This design comes from an exercise in tuning for small area on the open sky130 flow, not from production work.
In this exercise RTL edits were held to simulation tests only and were not proved equivalent to the original.
No activity file was given, so power comes from the tool's default toggle rates.

==> flow/design.v <==
module tdp1_core #(
    parameter integer MAX_PULSES    = 8,
    parameter integer T_IDLE        = 200,
    parameter integer SAMPLE_PERIOD = 2,
    parameter         REST_LEVEL    = 1'b0,
    parameter integer FIFO_DEPTH    = 1
) (
    input  wire        clk,
    input  wire        rst,
    input  wire        rx_ir,
    input  wire        rx_rf,
    output wire        tx_out,
    output reg         tx_mode,
    input  wire        cmd_valid,
    input  wire [39:0] cmd_data,
    output wire        cmd_ready,
    input  wire        dir_valid,
    input  wire        dir_found,
    output reg         rsp_valid,
    output wire [7:0]  rsp_code,
    output reg  [31:0] rsp_data,
    input  wire        ld_valid,
    input  wire [7:0]  ld_data,
    input  wire        ld_last,
    input  wire        ld_err,
    output wire        ld_ready,
    output reg         ld_abort,
    output wire        out_valid,
    output reg  [7:0]  out_data,
    output wire        out_last,
    input  wire        out_ready,
    input  wire        out_fail,
    output wire        out_mode,
    output wire        out_trunc,
    output wire [30:0] out_index,
    output reg  [1:0]  ser_state,
    output reg  [15:0] range_errs,
    output reg  [15:0] store_fails,
    output reg  [15:0] pkts_out,
    output reg  [1:0]  ser_last,
    output wire [15:0] next_seq,
    output wire [30:0] file_ctr
);
    localparam [2:0] RP_IDLE = 3'd0, RP_LOADING = 3'd1, RP_READY = 3'd2,
                     RP_PLAYING = 3'd3, RP_ERROR = 3'd4;
    localparam [2:0] E_NOT_FOUND = 3'd1, E_READ_ERROR = 3'd2, E_BAD_HEADER = 3'd3,
                     E_BAD_COUNT = 3'd4, E_BAD_SIZE = 3'd5, E_BAD_LEVEL = 3'd6,
                     E_BAD_DURATION = 3'd7;
    localparam [1:0] S_IDLE = 2'd0, S_CHECK = 2'd1, S_HEAD = 2'd2, S_DATA = 2'd3;
    function [15:0] sat16;                  
        input [15:0] v;
        reg t; integer k;
        begin
            t = ~(&v);
            for (k = 0; k < 16; k = k + 1) begin
                sat16[k] = v[k] ^ t;
                t = t & v[k];
            end
        end
    endfunction
    function [15:0] inc16;                  
        input [15:0] v;
        reg t; integer k;
        begin
            t = 1'b1;
            for (k = 0; k < 16; k = k + 1) begin
                inc16[k] = v[k] ^ t;
                t = t & v[k];
            end
        end
    endfunction
    function [7:0] inc8;                    
        input [7:0] v;
        reg t; integer k;
        begin
            t = 1'b1;
            for (k = 0; k < 8; k = k + 1) begin
                inc8[k] = v[k] ^ t;
                t = t & v[k];
            end
        end
    endfunction
    function [31:0] inc32;                  
        input [31:0] v; input ci;
        reg t; integer k;
        begin
            t = ci;
            for (k = 0; k < 32; k = k + 1) begin
                inc32[k] = v[k] ^ t;
                t = t & v[k];
            end
        end
    endfunction
    function [31:0] dec32;                  
        input [31:0] v; input bi;
        reg t; integer k;
        begin
            t = bi;
            for (k = 0; k < 32; k = k + 1) begin
                dec32[k] = v[k] ^ t;
                t = t & ~v[k];
            end
        end
    endfunction
    function [33:0] add34;                  
        input [33:0] a, b; input ci;
        reg c; integer k;
        begin
            c = ci;
            for (k = 0; k < 34; k = k + 1) begin
                add34[k] = a[k] ^ b[k] ^ c;
                c = (a[k] & b[k]) | ((a[k] | b[k]) & c);
            end
        end
    endfunction
    function ge32;                          
        input [31:0] a, b;
        reg g; integer k;
        begin
            g = 1'b1;
            for (k = 0; k < 32; k = k + 1)
                g = b[k] ? (a[k] & g) : (a[k] | g);
            ge32 = g;
        end
    endfunction
    reg [31:0] ts;
    reg        div;
    reg [15:0] seal_seq;
    reg [1:0]  s1, s2;
    reg [1:0]  cap_active;
    reg [1:0]  fr_acc;
    reg [1:0]  last_level;
    reg [1:0]  trunc;
    reg [7:0]  count;           
    reg [63:0] t_start;
    reg [63:0] t_open;
    reg [31:0] lost_frames;
    reg [31:0] trunc_frames;
    reg [31:0] wrap_errs;
    reg [31:0] frames_sealed;
    reg [1:0]  wptr, rptr;
    reg [5:0]  fo;              
    reg [1:0]  ho;              
    reg [67:0] s_v;             
    reg [5:0]  s_nm1;           
    reg [1:0]  s_trunc;
    reg [5:0]  s_fo;
    reg [1:0]  s_ho;
    reg        rf_first;        
    reg        ser_lane;
    reg [2:0]  ser_idx;
    reg [4:0]  ser_byte;
    reg [30:0] oi;
    reg        oi_v;
    reg [2:0]  rp_state;
    reg [2:0]  rp_err;
    reg [31:0] rp_name;
    reg [3:0]  rp_n;
    reg [3:0]  rp_idx;
    reg [199:0] rp_buf;         
    reg [5:0]  ld_pos;
    reg [3:0]  ld_cnt;          
    reg        ld_nz;
    reg        ld_r;
    reg [1:0]  rsp_c;
    assign rsp_code  = {{6{rsp_c[1] & rsp_c[0]}}, rsp_c};
    assign out_index = oi;
    wire [31:0] nseq_a = dec32({16'd0, seal_seq}, wptr[0] ^ rptr[0]);
    wire [31:0] nseq_b = dec32(nseq_a, wptr[1] ^ rptr[1]);
    assign next_seq  = nseq_b[15:0];
    wire        playing  = (rp_state == RP_PLAYING);
    wire [23:0] rp_timer = playing ? rp_buf[23:0] : 24'd0;
    assign tx_out = playing & rp_buf[24];
    wire [31:0] oi_inc = inc32({1'b0, oi}, 1'b1);
    assign file_ctr  = oi_v ? oi_inc[30:0] : 31'd0;
    wire [7:0]  op  = cmd_data[39:32];
    wire [31:0] arg = cmd_data[31:0];
    assign cmd_ready = (op == 8'h10 && rp_state == RP_IDLE) ? dir_valid : 1'b1;
    assign ld_ready  = (rp_state == RP_LOADING);
    wire obs_tick = ~div;
    reg [6:0] prog;
    always @* begin
        case ({rp_n, rp_idx})
            8'h10: prog = 7'd0;
            8'h11: prog = 7'd100;
            8'h20: prog = 7'd0;
            8'h21: prog = 7'd50;
            8'h22: prog = 7'd100;
            8'h30: prog = 7'd0;
            8'h31: prog = 7'd33;
            8'h32: prog = 7'd66;
            8'h33: prog = 7'd100;
            8'h40: prog = 7'd0;
            8'h41: prog = 7'd25;
            8'h42: prog = 7'd50;
            8'h43: prog = 7'd75;
            8'h44: prog = 7'd100;
            8'h50: prog = 7'd0;
            8'h51: prog = 7'd20;
            8'h52: prog = 7'd40;
            8'h53: prog = 7'd60;
            8'h54: prog = 7'd80;
            8'h55: prog = 7'd100;
            8'h60: prog = 7'd0;
            8'h61: prog = 7'd16;
            8'h62: prog = 7'd33;
            8'h63: prog = 7'd50;
            8'h64: prog = 7'd66;
            8'h65: prog = 7'd83;
            8'h66: prog = 7'd100;
            8'h70: prog = 7'd0;
            8'h71: prog = 7'd14;
            8'h72: prog = 7'd28;
            8'h73: prog = 7'd42;
            8'h74: prog = 7'd57;
            8'h75: prog = 7'd71;
            8'h76: prog = 7'd85;
            8'h77: prog = 7'd100;
            8'h80: prog = 7'd0;
            8'h81: prog = 7'd12;
            8'h82: prog = 7'd25;
            8'h83: prog = 7'd37;
            8'h84: prog = 7'd50;
            8'h85: prog = 7'd62;
            8'h86: prog = 7'd75;
            8'h87: prog = 7'd87;
            8'h88: prog = 7'd100;
            default: prog = 7'd0;
        endcase
    end
    reg        st_ok;
    reg [31:0] st_val;
    always @* begin : status_read
        reg ln;
        st_ok  = 1'b1;
        st_val = 32'd0;
        ln     = arg[4];
        case (arg[7:0])
            8'h00, 8'h10:
                st_val = {12'd0, count[ln*4 +: 4], 11'd0, trunc[ln], last_level[ln],
                          1'b0, fr_acc[ln], cap_active[ln]};
            8'h01, 8'h11: st_val = {16'd0, lost_frames[ln*16 +: 16]};
            8'h02, 8'h12: st_val = {16'd0, trunc_frames[ln*16 +: 16]};
            8'h03, 8'h13: st_val = {16'd0, wrap_errs[ln*16 +: 16]};
            8'h04, 8'h14: st_val = {16'd0, frames_sealed[ln*16 +: 16]};
            8'h05, 8'h15: st_val = t_start[ln*32 +: 32];
            8'h06, 8'h16: st_val = t_open[ln*32 +: 32];
            8'h20:        st_val = ts;
            8'h21:        st_val = {16'd0, seal_seq};
            8'h30:        st_val = {9'd0, prog, 6'd0, tx_mode, tx_out,
                                    1'b0, rp_err, 1'b0, rp_state};
            8'h31:        st_val = rp_name;
            8'h32:        st_val = {12'd0, rp_n, 12'd0, rp_idx};
            8'h33:        st_val = {8'd0, rp_timer};
            default:      st_ok  = 1'b0;
        endcase
    end
    wire [33:0] el0_w = add34({2'b00, ts}, {2'b00, ~t_start[31:0]}, 1'b1);
    wire [33:0] el1_w = add34({2'b00, ts}, {2'b00, ~t_start[63:32]}, 1'b1);
    wire [31:0] el0 = el0_w[31:0];
    wire [31:0] el1 = el1_w[31:0];
    reg        n_rsp_valid;
    reg [1:0]  n_rsp_c;
    reg [31:0] n_rsp_data;
    reg [15:0] n_seal_seq;
    reg [1:0]  n_cap_active;
    reg [1:0]  n_fr_acc;
    reg [1:0]  n_last_level;
    reg [1:0]  n_trunc;
    reg [7:0]  n_count;
    reg [63:0] n_t_start;
    reg [63:0] n_t_open;
    reg [31:0] n_lost_frames;
    reg [31:0] n_trunc_frames;
    reg [31:0] n_wrap_errs;
    reg [31:0] n_frames_sealed;
    reg [1:0]  n_wptr;
    reg [5:0]  n_fo;
    reg [1:0]  n_ho;
    reg        n_rf_first;
    reg [1:0]  pw_en;
    reg [1:0]  push;
    reg [5:0]  p_nm1;
    reg [1:0]  p_trunc;
    reg [5:0]  p_fo;
    reg [1:0]  p_ho;
    reg [2:0]  n_rp_state;
    reg [2:0]  n_rp_err;
    reg [31:0] n_rp_name;
    reg        n_tx_mode;
    reg [3:0]  n_rp_n;
    reg [3:0]  n_rp_idx;
    reg        rb_dec;
    reg [5:0]  n_ld_pos;
    reg [3:0]  n_ld_cnt;
    reg        n_ld_nz;
    reg        n_ld_r;
    reg        n_ld_abort;
    reg        n_ts_load;
    reg        rb_we_b;
    reg        rb_we_l;
    reg [2:0]  rb_widx;
    reg [1:0]  rb_wbyte;
    reg        rb_shift;
    wire [7:0]  rp_next8 = inc8({4'd0, rp_idx});
    wire [3:0]  rp_next  = rp_next8[3:0];
    integer L;
    always @* begin : t_step
        reg        fire, legal, lane, start_ok;
        reg        lvl, ovf;
        reg [31:0] el;
        reg [3:0]  cnt, cnt_f;
        reg        trunc_f, sho;
        reg [2:0]  sfo;
        reg        fail;
        reg [2:0]  fcode;
        reg [7:0]  b;
        reg [5:0]  k;
        reg        klast;
        n_rsp_valid     = 1'b0;
        n_rsp_c         = rsp_c;
        n_rsp_data      = rsp_data;
        n_seal_seq      = seal_seq;
        n_cap_active    = cap_active;
        n_fr_acc        = fr_acc;
        n_last_level    = last_level;
        n_t_start       = t_start;
        n_t_open        = t_open;
        n_count         = count;
        n_trunc         = trunc;
        n_lost_frames   = lost_frames;
        n_trunc_frames  = trunc_frames;
        n_wrap_errs     = wrap_errs;
        n_frames_sealed = frames_sealed;
        n_wptr          = wptr;
        n_fo            = fo;
        n_ho            = ho;
        n_rf_first      = rf_first;
        pw_en           = 2'b00;
        push            = 2'b00;
        p_nm1           = 6'd0;
        p_trunc         = 2'b00;
        p_fo            = 6'd0;
        p_ho            = 2'b00;
        n_rp_state = rp_state;
        n_rp_err   = rp_err;
        n_rp_name  = rp_name;
        n_tx_mode  = tx_mode;
        n_rp_n     = rp_n;
        n_rp_idx   = rp_idx;
        rb_dec     = 1'b0;
        n_ld_pos   = ld_pos;
        n_ld_cnt   = ld_cnt;
        n_ld_nz    = ld_nz;
        n_ld_r     = ld_r;
        n_ld_abort = 1'b0;
        n_ts_load  = 1'b0;
        rb_we_b    = 1'b0;
        rb_we_l    = 1'b0;
        rb_widx    = 3'd0;
        rb_wbyte   = 2'd0;
        rb_shift   = 1'b0;
        lvl = 1'b0; ovf = 1'b0; el = 32'd0; cnt = 4'd0; cnt_f = 4'd0;
        trunc_f = 1'b0; sho = 1'b0; sfo = 3'd0;
        fail = 1'b0; fcode = 3'd0; b = 8'd0; k = 6'd0; klast = 1'b0;
        fire     = cmd_valid & cmd_ready;
        lane     = arg[0];
        start_ok = 1'b0;
        legal    = 1'b1;
        if (fire) begin
            n_rsp_valid = 1'b1;
            n_rsp_c     = 2'd0;
            n_rsp_data  = 32'd0;
            case (op)
                8'h00: legal = (arg == 32'd0);
                8'h01, 8'h02, 8'h03, 8'h21: legal = (arg[31:1] == 31'd0);
                8'h10: legal = 1'b1;
                8'h11, 8'h12, 8'h13: legal = (arg == 32'd0);
                8'h20: legal = (arg[31:8] == 24'd0) && st_ok;
                8'h22: legal = 1'b1;
                default: legal = 1'b0;
            endcase
            if (!legal) begin
                n_rsp_c = 2'd3;
            end else begin
                case (op)
                    8'h01: begin  
                        if (!cap_active[lane]) begin
                            n_cap_active[lane]      = 1'b1;
                            n_fr_acc[lane]          = 1'b0;
                            n_last_level[lane]      = 1'b0;
                            n_count[lane*4 +: 4]    = 4'd0;
                            n_trunc[lane]           = 1'b0;
                        end
                    end
                    8'h02: begin  
                        if (cap_active[lane]) begin
                            n_cap_active[lane]      = 1'b0;
                            n_fr_acc[lane]          = 1'b0;
                            n_last_level[lane]      = 1'b0;
                            n_count[lane*4 +: 4]    = 4'd0;
                            n_trunc[lane]           = 1'b0;
                        end
                    end
                    8'h03: n_rsp_data = {31'd0, cap_active[lane]};
                    8'h10: begin  
                        if (rp_state != RP_IDLE) begin
                            n_rsp_c    = 2'd1;
                            n_rsp_data = {29'd0, rp_state};
                        end else begin
                            n_rp_name  = arg;
                            n_rp_err   = 3'd0;
                            n_rp_n     = 4'd0;
                            n_rp_idx   = 4'd0;
                            n_ld_pos   = 6'd0;
                            n_ld_cnt   = 4'd0;
                            n_ld_r     = 1'b0;
                            if (dir_found) begin
                                n_rp_state = RP_LOADING;
                                start_ok   = 1'b1;
                            end else begin
                                n_rp_state = RP_ERROR;
                                n_rp_err   = E_NOT_FOUND;
                                n_rsp_c    = 2'd2;
                            end
                        end
                    end
                    8'h11: begin  
                        if (rp_state == RP_LOADING) n_ld_abort = 1'b1;
                        n_rp_state = RP_IDLE;
                        n_rp_err   = 3'd0;
                        n_rp_n     = 4'd0;
                        n_rp_idx   = 4'd0;
                    end
                    8'h12: n_rsp_data = {29'd0, rp_state};
                    8'h13: n_rsp_data = {25'd0, prog};
                    8'h20: n_rsp_data = st_val;
                    8'h22: n_ts_load = 1'b1;
                    8'h21: begin  
                        n_lost_frames[lane*16 +: 16]   = 16'd0;
                        n_trunc_frames[lane*16 +: 16]  = 16'd0;
                        n_wrap_errs[lane*16 +: 16]     = 16'd0;
                        n_frames_sealed[lane*16 +: 16] = 16'd0;
                    end
                    default: ;
                endcase
            end
        end
        for (L = 0; L < 2; L = L + 1) begin
            if (obs_tick && n_cap_active[L]) begin
                lvl = s2[L];
                el  = (L == 0) ? el0 : el1;
                ovf = |el[31:24];
                cnt = n_count[L*4 +: 4];
                if (n_fr_acc[L] && ((|el[31:8]) || (el[7] & el[6] & (el[5] | el[4] | el[3]))) && cnt != 4'd0) begin
                    cnt_f   = cnt;
                    trunc_f = n_trunc[L];
                    sfo     = n_fo[L*3 +: 3];
                    sho     = n_ho[L];
                    if (!cnt[3]) begin
                        pw_en[L] = 1'b1;
                        if (!sho && ovf) begin
                            sho = 1'b1;
                            sfo = cnt[2:0];
                        end
                        cnt_f = inc8({4'd0, cnt});
                    end else begin
                        trunc_f = 1'b1;
                    end
                    if (wptr[L] == rptr[L]) begin
                        push[L]            = 1'b1;
                        n_wptr[L]          = ~wptr[L];
                        p_nm1[L*3 +: 3]    = cnt[3] ? 3'd7 : cnt[2:0];
                        p_trunc[L]         = trunc_f;
                        p_fo[L*3 +: 3]     = sfo;
                        p_ho[L]            = sho;
                        n_seal_seq         = inc16(n_seal_seq);
                        n_frames_sealed[L*16 +: 16] = sat16(n_frames_sealed[L*16 +: 16]);
                        if (trunc_f)
                            n_trunc_frames[L*16 +: 16] = sat16(n_trunc_frames[L*16 +: 16]);
                    end else begin
                        n_lost_frames[L*16 +: 16] = sat16(n_lost_frames[L*16 +: 16]);
                    end
                    n_fr_acc[L]          = 1'b0;
                    n_last_level[L]      = 1'b0;
                    n_count[L*4 +: 4]    = 4'd0;
                    n_trunc[L]           = 1'b0;
                end
                if (lvl != n_last_level[L]) begin
                    if (!n_fr_acc[L]) begin
                        n_fr_acc[L]           = 1'b1;
                        n_last_level[L]       = lvl;
                        n_t_start[L*32 +: 32] = ts;
                        n_t_open[L*32 +: 32]  = ts;
                        n_count[L*4 +: 4]     = 4'd0;
                        n_trunc[L]            = 1'b0;
                        n_ho[L]               = 1'b0;
                    end else begin
                        cnt = n_count[L*4 +: 4];
                        if (!cnt[3]) begin
                            pw_en[L] = 1'b1;
                            if (!n_ho[L] && ovf) begin
                                n_ho[L]         = 1'b1;
                                n_fo[L*3 +: 3]  = cnt[2:0];
                            end
                            n_count[L*4 +: 4] = inc8({4'd0, cnt});
                        end else begin
                            n_trunc[L] = 1'b1;
                        end
                        n_last_level[L]       = lvl;
                        n_t_start[L*32 +: 32] = ts;
                    end
                end
            end
        end
        if (push[0])      n_rf_first = wptr[1] ^ rptr[1];
        else if (push[1]) n_rf_first = 1'b0;
        for (L = 0; L < 2; L = L + 1) begin
            if ((&ts) && n_fr_acc[L]) begin
                n_wrap_errs[L*16 +: 16] = sat16(n_wrap_errs[L*16 +: 16]);
                n_fr_acc[L]             = 1'b0;
                n_last_level[L]         = 1'b0;
                n_count[L*4 +: 4]       = 4'd0;
                n_trunc[L]              = 1'b0;
            end
        end
        if (!start_ok) begin
            case (n_rp_state)
                RP_LOADING: begin
                    if (ld_err) begin
                        n_rp_state = RP_ERROR;
                        n_rp_err   = E_READ_ERROR;
                        n_rp_n     = 4'd0;
                        n_ld_abort = 1'b1;
                    end else if (ld_valid) begin
                        b = ld_data;
                        if (ld_pos == 6'd0) begin
                            if (b != 8'h49 && b != 8'h52) begin
                                fail = 1'b1; fcode = E_BAD_HEADER;
                            end else n_ld_r = (b == 8'h52);
                        end else if (ld_pos == 6'd1) begin
                            if (!((!ld_r && b == 8'h52) || (ld_r && b == 8'h46))) begin
                                fail = 1'b1; fcode = E_BAD_HEADER;
                            end
                        end else if (ld_pos == 6'd2 || ld_pos == 6'd13) begin
                            if (b != 8'h3B) begin
                                fail = 1'b1; fcode = E_BAD_HEADER;
                            end
                        end else if (ge32({26'd0, ld_pos}, 32'd3) && !ge32({26'd0, ld_pos}, 32'd13)) begin
                            if (!(b[7:4] == 4'h3 && (!b[3] || b[2:1] == 2'b00))) begin
                                fail = 1'b1; fcode = E_BAD_HEADER;
                            end
                        end else if (ge32({26'd0, ld_pos}, 32'd14) && !ge32({26'd0, ld_pos}, 32'd19)) begin
                            if (!(b[7:4] == 4'h3 && (!b[3] || b[2:1] == 2'b00))) begin
                                fail = 1'b1; fcode = E_BAD_HEADER;
                            end else
                                n_ld_cnt = (ld_cnt != 4'd0) ? 4'hF : b[3:0];
                        end else if (ld_pos == 6'd19) begin
                            if (b != 8'h0A) begin
                                fail = 1'b1; fcode = E_BAD_HEADER;
                            end else if (ld_cnt == 4'd0 || (ld_cnt[3] && ld_cnt[2:0] != 3'd0)) begin
                                fail = 1'b1; fcode = E_BAD_COUNT;
                            end
                        end
                        if (!fail && !ge32({26'd0, ld_pos}, 32'd20) && ld_last) begin
                            fail = 1'b1; fcode = E_BAD_SIZE;
                        end
                        if (!fail && ge32({26'd0, ld_pos}, 32'd20)) begin
                            k     = {4'd0, ld_pos[1:0]};
                            klast = (ld_pos[1:0] == 2'd3) &&
                                    (ld_pos[5:2] == {ld_cnt[3] | ld_cnt[2], ~ld_cnt[2], ld_cnt[1:0]});
                            if (ld_last != klast) begin
                                fail = 1'b1; fcode = E_BAD_SIZE;
                            end else if (k[1:0] != 2'd3) begin
                                rb_we_b  = 1'b1;
                                rb_shift = (k[1:0] == 2'd0);
                                rb_widx  = ld_cnt[2:0] - 3'd1;
                                rb_wbyte = k[1:0];
                                n_ld_nz  = (k[1:0] == 2'd0) ? (b != 8'd0) : (ld_nz | (b != 8'd0));
                            end else begin
                                if (b[7:1] != 7'd0) begin
                                    fail = 1'b1; fcode = E_BAD_LEVEL;
                                end else if (!ld_nz) begin
                                    fail = 1'b1; fcode = E_BAD_DURATION;
                                end else begin
                                    rb_we_l = 1'b1;
                                    rb_widx = ld_cnt[2:0] - 3'd1;
                                end
                            end
                            if (!fail && klast) begin
                                n_rp_n     = ld_cnt;
                                n_rp_idx   = 4'd0;
                                n_tx_mode  = ld_r;
                                n_rp_state = RP_READY;
                            end
                        end
                        if (fail) begin
                            n_rp_state = RP_ERROR;
                            n_rp_err   = fcode;
                            n_rp_n     = 4'd0;
                            n_ld_abort = 1'b1;
                        end else begin
                            n_ld_pos = inc8({2'd0, ld_pos});
                        end
                    end
                end
                RP_READY: begin
                    n_rp_idx   = 4'd0;
                    n_rp_state = RP_PLAYING;
                end
                RP_PLAYING: begin
                    if (|rp_buf[23:1]) begin
                        rb_dec     = 1'b1;
                    end else if (!ge32({28'd0, rp_next}, {28'd0, rp_n})) begin
                        rb_shift   = 1'b1;
                        n_rp_idx   = rp_next;
                    end else begin
                        n_rp_idx   = rp_n;
                        n_rp_state = RP_IDLE;
                    end
                end
                default: ;
            endcase
        end
    end
    wire        ir_av   = wptr[0] ^ rptr[0];
    wire        rf_av   = wptr[1] ^ rptr[1];
    wire [2:0]  h_nm1   = ser_lane ? s_nm1[5:3] : s_nm1[2:0];
    wire [2:0]  h_fo    = ser_lane ? s_fo[5:3]  : s_fo[2:0];
    wire        h_ho    = s_ho[ser_lane];
    wire        h_trunc = s_trunc[ser_lane];
    wire [33:0] h_v     = ser_lane ? s_v[67:34] : s_v[33:0];
    wire        h_lastp = (ser_idx == h_nm1);
    wire [24:0] q = h_v[33:9];
    reg  [3:0]  dig;
    reg  [20:0] dsub;
    always @* begin
        if      (ge32({7'd0, q}, 32'd17578125)) begin dig = 4'd9; dsub = 21'd800909; end
        else if (ge32({7'd0, q}, 32'd15625000)) begin dig = 4'd8; dsub = 21'd944936; end
        else if (ge32({7'd0, q}, 32'd13671875)) begin dig = 4'd7; dsub = 21'd1088963; end
        else if (ge32({7'd0, q}, 32'd11718750)) begin dig = 4'd6; dsub = 21'd1232990; end
        else if (ge32({7'd0, q}, 32'd9765625))  begin dig = 4'd5; dsub = 21'd1377017; end
        else if (ge32({7'd0, q}, 32'd7812500))  begin dig = 4'd4; dsub = 21'd1521044; end
        else if (ge32({7'd0, q}, 32'd5859375))  begin dig = 4'd3; dsub = 21'd1665071; end
        else if (ge32({7'd0, q}, 32'd3906250))  begin dig = 4'd2; dsub = 21'd1809098; end
        else if (ge32({7'd0, q}, 32'd1953125))  begin dig = 4'd1; dsub = 21'd1953125; end
        else                                    begin dig = 4'd0; dsub = 21'd0; end
    end
    wire [33:0] rem_w  = add34({13'd0, q[20:0]}, {13'd0, ~dsub}, 1'b1);
    wire [29:0] rem    = {rem_w[20:0], h_v[8:0]};
    wire [33:0] v_next = add34({1'b0, rem, 3'b000}, {3'b000, rem, 1'b0}, 1'b0);
    reg  [191:0] ring0, ring1, ring2, ring3;
    wire [1:0]   h_ring = {ser_lane, rptr[ser_lane]};
    reg  [23:0]  h_pulse;
    always @* begin
        case (h_ring)
            2'd0: h_pulse = ring0[23:0];
            2'd1: h_pulse = ring1[23:0];
            2'd2: h_pulse = ring2[23:0];
            default: h_pulse = ring3[23:0];
        endcase
    end
    wire [7:0] h_n8 = inc8({5'd0, h_nm1});
    reg [7:0] head_byte;
    always @* begin : header_bytes
        case (ser_byte)
            5'd0:  head_byte = ser_lane ? 8'h52 : 8'h49;
            5'd1:  head_byte = ser_lane ? 8'h46 : 8'h52;
            5'd2:  head_byte = 8'h3B;
            5'd3, 5'd4, 5'd5, 5'd6, 5'd7, 5'd8, 5'd9, 5'd10, 5'd11, 5'd12:
                   head_byte = {4'h3, dig};
            5'd13: head_byte = 8'h3B;
            5'd14, 5'd15, 5'd16, 5'd17: head_byte = 8'h30;
            5'd18: head_byte = {4'h3, h_n8[3:0]};
            default: head_byte = 8'h0A;
        endcase
    end
    reg [7:0] data_byte;
    always @* begin : data_bytes
        case (ser_byte[1:0])
            2'd0: data_byte = h_pulse[7:0];
            2'd1: data_byte = h_pulse[15:8];
            2'd2: data_byte = h_pulse[23:16];
            default: data_byte = {7'd0, ~ser_idx[0]};
        endcase
    end
    always @* begin
        case (ser_state)
            S_HEAD:  out_data = head_byte;
            S_DATA:  out_data = data_byte;
            default: out_data = 8'h00;
        endcase
    end
    wire in_packet = ser_state[1];
    assign out_valid = in_packet;
    assign out_last  = (ser_state == S_DATA) && h_lastp && (ser_byte[1:0] == 2'd3);
    assign out_mode  = in_packet & ser_lane;
    assign out_trunc = in_packet & h_trunc;
    wire       adv   = out_ready & ~out_fail;
    wire [33:0] chk_sum = add34({31'd0, ser_idx}, {31'd0, h_nm1}, 1'b0);
    wire chk_rot  = !(chk_sum[3] || chk_sum[2:0] == 3'd7);
    wire head_rot = (ser_byte[4:2] == 3'd0) &&
                    (h_nm1 == 3'd1 || (h_nm1 == 3'd2 && !ser_byte[1]));
    wire rot_en = (ser_state == S_CHECK && chk_rot) ||
                  (ser_state == S_HEAD && adv && head_rot) ||
                  (ser_state == S_DATA && adv && ser_byte[1:0] == 2'd3 && !h_lastp);
    wire dig_en = (ser_state == S_HEAD) && adv && ge32({27'd0, ser_byte}, 32'd3) && !ge32({27'd0, ser_byte}, 32'd13);
    wire [3:0] r_wr  = {pw_en[1] &  wptr[1], pw_en[1] & ~wptr[1],
                        pw_en[0] &  wptr[0], pw_en[0] & ~wptr[0]};
    wire [3:0] r_rot = {rot_en &  ser_lane &  rptr[1], rot_en &  ser_lane & ~rptr[1],
                        rot_en & ~ser_lane &  rptr[0], rot_en & ~ser_lane & ~rptr[0]};
    always @(posedge clk) begin
        if (r_wr[0] | r_rot[0]) ring0 <= {el0[23:0], ring0[191:24]};
        if (r_wr[1] | r_rot[1]) ring1 <= {el0[23:0], ring1[191:24]};
        if (r_wr[2] | r_rot[2]) ring2 <= {el1[23:0], ring2[191:24]};
        if (r_wr[3] | r_rot[3]) ring3 <= {el1[23:0], ring3[191:24]};
    end
    integer i, j;
    wire [31:0] rb_dec32   = dec32({8'd0, rp_buf[23:0]}, 1'b1);
    wire [23:0] rb_dur_dec = rb_dec32[23:0];
    always @(posedge clk) begin
        for (i = 0; i < 2; i = i + 1) begin
            if (push[i]) begin
                s_v[i*34 +: 34]  <= {2'b00, t_open[i*32 +: 32]};
                s_nm1[i*3 +: 3]  <= p_nm1[i*3 +: 3];
                s_trunc[i]       <= p_trunc[i];
                s_fo[i*3 +: 3]   <= p_fo[i*3 +: 3];
                s_ho[i]          <= p_ho[i];
            end else if (dig_en && ser_lane == i) begin
                s_v[i*34 +: 34]  <= v_next;
            end
        end
        rf_first <= n_rf_first;
        fo       <= n_fo;
        ho       <= n_ho;
        ld_nz    <= n_ld_nz;
        for (i = 0; i < 8; i = i + 1) begin
            for (j = 0; j < 3; j = j + 1)
                if (rb_shift || (rb_we_b && rb_wbyte == j && rb_widx == i) || (rb_dec && i == 0))
                    rp_buf[i*25 + j*8 +: 8] <= (rb_dec && i == 0) ? rb_dur_dec[j*8 +: 8] :
                                               (i == 7 || (rb_we_b && rb_wbyte == j && rb_widx == i))
                                               ? ld_data : rp_buf[(i+1)*25 + j*8 +: 8];
            if (rb_shift || (rb_we_l && rb_widx == i))
                rp_buf[i*25 + 24] <= (i == 7 || (rb_we_l && rb_widx == i))
                                     ? ld_data[0] : rp_buf[(i+1)*25 + 24];
        end
    end
    always @(posedge clk) begin
        if (rst) begin
            ts            <= 32'd0;
            div           <= 1'b0;
            seal_seq      <= 16'd0;
            s1            <= 2'b00;
            s2            <= 2'b00;
            cap_active    <= 2'b00;
            fr_acc        <= 2'b00;
            last_level    <= 2'b00;
            t_start       <= 64'd0;
            t_open        <= 64'd0;
            count         <= 8'd0;
            trunc         <= 2'b00;
            lost_frames   <= 32'd0;
            trunc_frames  <= 32'd0;
            wrap_errs     <= 32'd0;
            frames_sealed <= 32'd0;
            wptr          <= 2'b00;
            rp_state      <= RP_IDLE;
            rp_err        <= 3'd0;
            rp_name       <= 32'd0;
            tx_mode       <= 1'b0;
            rp_n          <= 4'd0;
            rp_idx        <= 4'd0;
            ld_pos        <= 6'd0;
            ld_cnt        <= 4'd0;
            ld_r          <= 1'b0;
            ld_abort      <= 1'b0;
            rsp_valid     <= 1'b0;
            rsp_c         <= 2'd0;
            rsp_data      <= 32'd0;
        end else begin
            ts            <= n_ts_load ? arg : inc32(ts, 1'b1);
            div           <= ~div;
            s1            <= {rx_rf, rx_ir};
            s2            <= s1;
            seal_seq      <= n_seal_seq;
            cap_active    <= n_cap_active;
            fr_acc        <= n_fr_acc;
            last_level    <= n_last_level;
            t_start       <= n_t_start;
            t_open        <= n_t_open;
            count         <= n_count;
            trunc         <= n_trunc;
            lost_frames   <= n_lost_frames;
            trunc_frames  <= n_trunc_frames;
            wrap_errs     <= n_wrap_errs;
            frames_sealed <= n_frames_sealed;
            wptr          <= n_wptr;
            rp_state      <= n_rp_state;
            rp_err        <= n_rp_err;
            rp_name       <= n_rp_name;
            tx_mode       <= n_tx_mode;
            rp_n          <= n_rp_n;
            rp_idx        <= n_rp_idx;
            ld_pos        <= n_ld_pos;
            ld_cnt        <= n_ld_cnt;
            ld_r          <= n_ld_r;
            ld_abort      <= n_ld_abort;
            rsp_valid     <= n_rsp_valid;
            rsp_c         <= n_rsp_c;
            rsp_data      <= n_rsp_data;
        end
    end
    wire [7:0] ser_byte_inc = inc8({3'd0, ser_byte});
    wire [7:0] ser_idx_inc  = inc8({5'd0, ser_idx});
    always @(posedge clk) begin
        if (rst) begin
            ser_state   <= S_IDLE;
            ser_lane    <= 1'b0;
            ser_idx     <= 3'd0;
            ser_byte    <= 5'd0;
            oi          <= 31'd0;
            oi_v        <= 1'b0;
            range_errs  <= 16'd0;
            store_fails <= 16'd0;
            pkts_out    <= 16'd0;
            ser_last    <= 2'd0;
            rptr        <= 2'b00;
        end else begin
            case (ser_state)
                S_IDLE: begin
                    if (ir_av && (!rf_av || !rf_first)) begin
                        ser_lane  <= 1'b0;
                        ser_idx   <= 3'd0;
                        ser_state <= S_CHECK;
                    end else if (rf_av) begin
                        ser_lane  <= 1'b1;
                        ser_idx   <= 3'd0;
                        ser_state <= S_CHECK;
                    end
                end
                S_CHECK: begin
                    if (h_ho && ser_idx == h_fo) begin
                        range_errs <= sat16(range_errs);
                        ser_last   <= 2'd2;
                        rptr[ser_lane] <= ~rptr[ser_lane];
                        ser_idx    <= 3'd0;
                        ser_byte   <= 5'd0;
                        ser_state  <= S_IDLE;
                    end else if (h_lastp) begin
                        oi         <= file_ctr;
                        oi_v       <= 1'b1;
                        ser_idx    <= 3'd0;
                        ser_byte   <= 5'd0;
                        ser_state  <= S_HEAD;
                    end else begin
                        ser_idx    <= ser_idx_inc[2:0];
                    end
                end
                S_HEAD, S_DATA: begin
                    if (out_fail) begin
                        store_fails <= sat16(store_fails);
                        ser_last    <= 2'd3;
                        rptr[ser_lane] <= ~rptr[ser_lane];
                        ser_idx     <= 3'd0;
                        ser_byte    <= 5'd0;
                        ser_state   <= S_IDLE;
                    end else if (out_ready) begin
                        if (ser_state == S_HEAD) begin
                            if (ser_byte == 5'd19) begin
                                ser_byte  <= 5'd0;
                                ser_state <= S_DATA;
                            end else
                                ser_byte  <= ser_byte_inc[4:0];
                        end else if (ser_byte[1:0] != 2'd3) begin
                            ser_byte <= ser_byte_inc[4:0];
                        end else if (!h_lastp) begin
                            ser_byte <= 5'd0;
                            ser_idx  <= ser_idx_inc[2:0];
                        end else begin
                            pkts_out  <= sat16(pkts_out);
                            ser_last  <= 2'd1;
                            rptr[ser_lane] <= ~rptr[ser_lane];
                            ser_idx   <= 3'd0;
                            ser_byte  <= 5'd0;
                            ser_state <= S_IDLE;
                        end
                    end
                end
            endcase
        end
    end
endmodule
==> flow/flow/run.sh <==
#!/bin/bash
set -e
export CTS_ARGS="-sink_clustering_enable -repair_clock_nets -dont_use_dummy_load -sink_clustering_size 16 -sink_clustering_max_diameter 40 -buf_list {sky130_fd_sc_hd__clkbuf_16}"
export BUFFER_PORTS_ARGS="-buffer_cell sky130_fd_sc_hd__buf_1"
bash standard.sh > standard_flow.log 2>&1
==> flow/standard.sh <==
#!/bin/bash
# synth_recipe.tcl (not shown) runs the flow's synth.tcl, then flattens the netlist and writes it again
# the make line also repeats each setting of config.mk as NAME=value (left out here)
make -C /OpenROAD-flow-scripts/flow DESIGN_CONFIG=/design/flow/config.mk WORK_HOME=/design/flow/orfs CLKGATE_MAP_FILE= SYNTH_SCRIPT=/design/flow/synth_recipe.tcl "${@:-finish}"
==> flow/config.mk <==
export PLATFORM = sky130hd
export DESIGN_NAME = tdp1_core
export DESIGN_NICKNAME = tdp1_core
export VERILOG_FILES = /design/flow/design.v
export SDC_FILE = /design/flow/constraint.sdc
export NUM_CORES = 4
export LEC_CHECK = 0
export CAP_MARGIN = 20
export CORE_MARGIN = 2
export CORE_UTILIZATION = 65
export CTS_BUF_LIST = sky130_fd_sc_hd__clkbuf_16
export SLEW_MARGIN = 20
==> flow/constraint.sdc <==
create_clock -name core_clock -period 100.0 [get_ports {clk}]
set_input_delay 20.0000 -clock core_clock [delete_from_list [all_inputs] [get_ports {clk}]]
set_output_delay 20.0000 -clock core_clock [all_outputs]
set_load 0.01 [all_outputs]
==> run summary <==
[Yosys cell counts (18+ instances only)]
cell      instances  area (um2)
nor4_1           45         282
a222oi_1         26         260
a31oi_1          19         119
a221oi_1         31         272
and3_1           22         138
nor3_1           54         270
dfxtp_1         520       10400
clkbuf_1        257         965
nand4_1          94         588
and2_1          169        1060
nor2_1          284        1070
edfxtp_1       1058       31800
buf_4            18         135
nor2b_1          39         244
a21oi_1         456        2280
nand2b_1         47         294
buf_1            24        90.1
mux2i_1         236        2360
inv_1           234         878
xnor2_1          22         193
ha_1            348        4350
o211ai_1         19         143
o211a_1          18         180
buf_2            31         155
a211oi_1         32         240
mux4_2           32         721
mux2_2          164        1850
nand3_1          72         360
fa_1            108        2160
o21ai_0         142         711
nand2_1        1033        3880
a22oi_1          23         173
[worst max-delay path, delay by kind of cell]
kind	cells	cell delay, ns
buffers and inverters	2	0.41
and+or+nand+nor	3	1.15
[per-stage QoR]
| stage | setup WS (ns) | hold WS, ns | total power [mW] | instance area, um2 | instances |
|---|---|---|---|---|---|
| floorplan | 58.99 | 0.400 | 0.772 | 71600 | 6026 |
| global placement | 58.55 | 0.400 | 0.796 | 73800 | 7442 |
| detailed placement | 58.50 | 0.405 | 0.798 | 73800 | 7443 |
| CTS | 58.51 | 0.369 | 1.32 | 78200 | 7618 |
| global route | 58.31 | 0.367 | 1.36 | 78300 | 7628 |
| finish | 58.44 | 0.371 | 1.32 | 78300 | 7632 |
[cells by family after synthesis]
group | count (synthesis)
AOI/OAI and AO/OA | 965
DFF | 1578
muxes | 438
buffers and inverters | 574
xor gates and xnor gates | 37
adders and majority gates | 458
and+or+nand+nor | 1976
[state kept, by name, summed over array words and instances (netlist names), 64 cells and up, named ones only]
register / count
ring0: 192
ring1: 192
ring2: 192
ring3: 192
rp_buf: 200
s_v: 68
t_open: 64
t_start: 64
[layout make-up]
cell class,instances,area (um2)
fillers,7664,30700
diodes,10,25.0
flip-flops and latches,1578,42200
multi-input cells,3874,27300
well taps,1414,1770
repair buffers,341,1720
inverters,240,903
clock buffers,175,4380
[cells in the final DEF, fill, tap and decap left out, types with 164 or more instances in the layout]
| master | synthesis | layout |
|---|---|---|
| nor2_1 | 284 | 279 |
| nand2_1 | 1033 | 1031 |
| edfxtp_1 | 1058 | 1058 |
| mux2i_1 | 236 | 236 |
| ha_1 | 348 | 348 |
| dfxtp_1 | 520 | 518 |
| and2_1 | 169 | 169 |
| a21oi_1 | 456 | 455 |
| mux2_2 | 164 | 164 |
| clkbuf_16 | 0 | 175 |
| buf_1 | 24 | 243 |
| inv_1 | 234 | 233 |
[metal layers]
metal	wire [um]	vias to the layer above
met4	7870	2
li1	-	22000
met5	11	-
met3	15300	403
met2	83900	2007
met1	73300	23200
[final timing paths]
check,startpoint,endpoint,slack [ns]
max,cmd_data[36],cmd_ready,58.44
min,ring3[92],ring3[68],0.37
max reg2reg,ts[0],seal_seq[15],80.73
min reg2reg,ring3[92],ring3[68],0.37
[power by group through the flow]
stage          logic, mW  registers [mW]  clock network, mW
2_1_floorplan     0.0570           0.715                  0
3_3_place_gp      0.0811           0.715                  0
3_5_place_dp      0.0829           0.715                  0
4_1_cts           0.0838           0.702              0.539
5_1_grt           0.0943           0.702              0.561
6_report          0.0846           0.702              0.530
==> results.yml <==
status:
  outcome: "no timing/DRC/antenna violations"
cts:
  clock_tree.htree_level_count: 4
  postCtsSetupRepairBufs: 0
  clockBufferDepth: 3
  cts.repair.resized: 0
  cts.sinks: 1578
  cts_tree: "yes"
  cts_buffers: 175
  path_clk_slew_ns: 0.06
  hold_buffers: 0
  root_buffer: "clkbuf_16"
  clock_latency_ns: 0.79
yosys:
  synth_top_family_by_area: "simple AND/OR/NAND/NOR gates"
  synthSimpleGateAreaFrac_pct: 12.8
  syn_inst: 6026
  synth.distinct_cells: 105
  synth-edff-count: 1058
  synth_warnings: 5
  synth_area_um2: 71600
  synth.avg_cell_area_um2: 11.9
  synthAdderAreaFrac_pct: 9.13
  synth_xor_area_share_pct: 0.493
  synth_compound_area_share_pct: 8.50
  syn_nets: 6542
  ys_seq_area_share_pct: 58.9
  synthArstFlopShare_pct: 0
  ys.flop_type: "edfxtp_1"
  muxShareOfSynthArea_pct: 6.98
  ys_ff_latch: 1578
global_route:
  antenna_found_initial: 8
  met3_usage_pct: 6.05
  busiest_layer: "met2"
  grt_max_degree: 192
  grtUsageMet2_pct: 50.2
  grtUsageTotal_pct: 31.9
  grt_overflow: 0
  grt_pass1_vias: 45800
  globalRouteMet1Util_pct: 43.7
  grt_pass1_wl_um: 273000
power:
  internal_power_mw: 1.03
  ir_drop_mv: 0.0165
  seq_power_share_pct: 53.3
  netSwitchingFraction_pct: 21.8
  leakage_nw: 28.7
  p_clk_share_pct: 40.3
  power_switching_uw: 286
  comb_power_share_pct: 6.4
  powerDensity_nw_per_um2: 16.8
timing:
  finalClockSkew_ns: 0.0829
  finalCritPeriodShare_pct: 41.6
  setup_violations: 0
  period_minus_slack_ns: 41.56
  hold_viol_final: 0
  max_slew_margin_pct: 17.2
  setup_tns_ns: 0
  worstMarginPinSlew_ns: 1.23
  slew_viol_final: 0
  rsz0062_at_grt: "no"
  max_freq_mhz: 24.1
setup_path:
  critical_path_class: "primary input to output port"
  cp_slowest_cell: "nor4b_2"
  critical_path_arrival_ns: 21.56
  cp.required_ns: 80.00
  cp-end-kind: "output port"
  crit_path_frequent_cell: "buf_1"
  rr_worst_depth: 62
  cpPeakStageDelay_ns: 0.48
  cp_cell_sequence: "buf_1 -> nor4b_2 -> nand4_1 -> or2_1 -> buf_1"
  start_kind: "primary input"
  cp_max_fo: 10
place:
  finalWeightedCongestion: 0.953
  hpwl_um: 124000
  portBuffers: 247
floorplan:
  die_h_um: 336
  core_area_um2: 109000
  fp.dieW_um: 336
  die_area_um2: 113000
  rows: 121
  start_util_pct: 65.7
  pin_count: 248
detailed_routing:
  ant_nets: 0
  viasPerCell: 6.25
  vias: 47700
  routedWlPerCell_um: 23.6
  wl_um: 180000
  drtPass1Iterations: 9
  drt_iter0_drc: 5271
  drc_errors: 0
flow_run:
  maxCapViolCount: 0
finish:
  fin_nets: 6726
  final_layout_size_suffix_gt1_share_pct: 8.92
  area_growth_pct: 9.35
  finish.utilization_pct: 71.8
worst_hold_path:
  whs_path_depth: 0
  hold_path.class: "register to register"

afterwards: timing with drivers on the ports:
Ports are ideal in the flow. The routed layout listed here was re-timed in OpenROAD. Step 1 assumes that a clkbuf_16 drives the clock port and a buf_2 every other input. Step 2 adds t to the input delays and takes it off the output delays; t is the mean of the earliest and latest rising clock arrival at the registers after step 1. Input paths then give back, and output paths get back, about the clock's delay inside the block. a / b / c = no drivers / after step 1 / after step 2; a / b = the first two.
t, ns: 0.832
slack for setup (ns): 58.443 / 58.415 / 58.415
worst setup path after step 2: input to output
slew at the worst register clock pin (ns): 0.08 / 0.08
After both steps setup and hold are still met in this run. For this run, drivers alone change the setup slack by -0.028 ns; drivers and shift together by -0.028 ns.
